Background: an optimization exercise with open tools, aiming at small area, a short achievable clock period and few clock cycles. Do not read the settings as production practice. In this exercise RTL edits were held to simulation tests only and were not proved equivalent to the original. No activity file was given, so power comes from the tool's default toggle rates.

// hcid_decoder
module hcid_decoder (
    input  wire         clk,
    input  wire         rst,
    input  wire         in_valid,
    output wire         in_ready,
    input  wire [7:0]   in_char,
    output wire         out_valid,
    input  wire         out_ready,
    output wire [23:0]  out_prefix,      
    output wire [319:0] out_cw,          
    output wire [39:0]  out_bera,        
    output reg  [5:0]   out_count,       
    output reg          out_case_lost,   
    output reg          out_eof          
);
Settings: LEC_CHECK=0, CAP_MARGIN=20, CORE_MARGIN=2, CORE_UTILIZATION=40, SLEW_MARGIN=20; clock period 18.0 ns.
standard.sh (not shown) runs the stock make flow with config.mk's settings and CLKGATE_MAP_FILE= SYNTH_SCRIPT=/design/flow/synth_recipe.tcl, a recipe that flattens the netlist after the stock synthesis.
==> flow/flow/run.sh <==
#!/bin/bash
# Own layout flow: the standard ORFS flow, with the port buffers that
# global placement inserts made from sky130_fd_sc_hd__buf_1 instead of the
# cell buffer_ports picks by itself. Everything else is the standard flow.
set -euo pipefail
export BUFFER_PORTS_ARGS="-buffer_cell sky130_fd_sc_hd__buf_1"
bash standard.sh BUFFER_PORTS_ARGS="$BUFFER_PORTS_ARGS" finish > orfs_flow.log 2>&1
Testbench counts at the start, summed over its fixed seeds: cycles 75,624.
Change:
==> flow/run.sh (new file) <==
#!/bin/bash
# synth_recipe.tcl (not shown) runs the flow's synth.tcl, then flattens the netlist and writes it again
# the make line also repeats each setting of config.mk as NAME=value (left out here)
make -C /OpenROAD-flow-scripts/flow DESIGN_CONFIG=/design/flow/config.mk WORK_HOME=/design/flow/orfs CLKGATE_MAP_FILE= SYNTH_SCRIPT=/design/flow/synth_recipe.tcl finish
removed: flow/flow/run.sh
removed: flow/standard.sh
=> Sequential share of layout area fell by 8.3 points. Synthesized cell count is unchanged. Wire length rose by 7.0%. Utilization rose by 7.0 points. Die area is unchanged. Sequential power is about the same.

========
Another version of the RTL of hcid_decoder (not shown whole).
Size: about 760 cells after synthesis, about 0.015 mm^2 of cells after synthesis.
clock: 18.0 ns
lec_check: 0
cap_margin: 20
core_margin: 2
core_utilization: 60
cts_buf_list: sky130_fd_sc_hd__clkbuf_8
cts_cluster_diameter: 55
cts_cluster_size: 16
slew_margin: 20
==> flow/flow/run.sh <==
#!/bin/bash
# Own layout flow: the standard ORFS flow, with the port buffers that
# global placement inserts made from sky130_fd_sc_hd__buf_1 instead of the
# cell buffer_ports picks by itself, and timing repair asked to keep a
# setup slack of at least 13.4 ns at the design's clock period.
set -euo pipefail
export BUFFER_PORTS_ARGS="-buffer_cell sky130_fd_sc_hd__buf_1"
export SETUP_SLACK_MARGIN=13.4
bash standard.sh BUFFER_PORTS_ARGS="$BUFFER_PORTS_ARGS" SETUP_SLACK_MARGIN=$SETUP_SLACK_MARGIN finish > orfs_flow.log 2>&1
The starting point completed without violations.
Testbench counts at the start, summed over its fixed seeds: cycles 75,624.
Rerun with:
--- a/flow/flow/run.sh
+++ b/flow/flow/run.sh
@@ -5 +5 @@
-# setup slack of at least 13.4 ns at the design's clock period.
+# setup slack of at least 13.2 ns at the design's clock period.
@@ -8 +8 @@
-export SETUP_SLACK_MARGIN=13.4
+export SETUP_SLACK_MARGIN=13.2
What happened: The changed run went through all stages and came out clean. Total power shrinks by 1.7%. Routed wire length shrinks by 21%. Global-route usage shrinks by 2.1 points.
Rerun with:
==> flow/flow/run.sh (replaced) <==
#!/bin/bash
# Own layout flow: the standard ORFS flow, with the port buffers that
# global placement inserts made from sky130_fd_sc_hd__buf_1 instead of the
# cell buffer_ports picks by itself. Everything else is the standard flow.
set -euo pipefail
export BUFFER_PORTS_ARGS="-buffer_cell sky130_fd_sc_hd__buf_1"
bash standard.sh BUFFER_PORTS_ARGS="$BUFFER_PORTS_ARGS" finish > orfs_flow.log 2>&1
CTS_BUF_LIST = sky130_fd_sc_hd__clkbuf_16   (was sky130_fd_sc_hd__clkbuf_8)
CTS_CLUSTER_DIAMETER = 50   (was 55)
CTS_CLUSTER_SIZE = 30   (was 16)
Result: Register-to-register slack gets worse by 200 ps; routed wire length shrinks by 1.5%; final cell count goes down by 1.5%; setup slack got worse by 75 ps; clock power climbs by 57%; total power came out higher by 17%; count of clock-buffer cells in the layout does not change; critical path depth stays the same; die area stays the same; core utilization came out higher by 1.0 points; first-iteration DRC count decreases by 18%.
Rerun with:
CTS_BUF_LIST = sky130_fd_sc_hd__clkbuf_8   (was sky130_fd_sc_hd__clkbuf_16)
CTS_CLUSTER_DIAMETER = 55   (was 50)
CTS_CLUSTER_SIZE = 16   (was 30)
After rerunning:
- sequential cell count does not change
- sequential share of layout area increases by 2.6 points
- global-route usage decreases by 0.36 points
- final cell count decreases by 0.33%
- via count decreases by about 1%
- cell area decreases by about 3.6%
- clock power decreases by about 40%

==> port drivers added, routing unchanged <==
How much do the figures lean on ideal ports? The routed layouts below were timed once more, with nothing changed but the port constraints.
Step 1: set_driving_cell puts a clkbuf_16 on clk and a buf_2 on each other input, an assumption about the parent block.
Step 2 moves the port delays by t, midway between the first and last clock arrival at a register: inputs arrive t later, outputs are due t later. That takes back most of the time a late clock gives input paths.
a / b / c = ideal ports / drivers / drivers and shift; a / b = the first two.
| run | t, ns | setup WS [ns] | slew at the worst register clock pin (ns) |
|---|---|---|---|
| the first run of note 1 | 0.605 | 12.547 / 12.547 / 12.088 | 0.06 / 0.06 |
| the second run of note 1 | 0.611 | 12.264 / 12.289 / 11.679 | 0.07 / 0.07 |
| the first run of note 2 | 0.573 | 13.224 / 13.179 / 13.587 | 0.10 / 0.10 |
| the second run of note 2 | 0.573 | 13.203 / 13.159 / 13.512 | 0.10 / 0.10 |
| the third run of note 2 | 0.560 | 13.129 / 13.080 / 13.310 | 0.08 / 0.08 |
| the fourth run of note 2 | 0.631 | 13.051 / 13.006 / 13.329 | 0.10 / 0.10 |
After both steps every run listed still meets setup and hold. For the second run of note 1, which loses most, drivers alone change the setup slack by +0.025 ns; drivers and shift together by -0.585 ns.
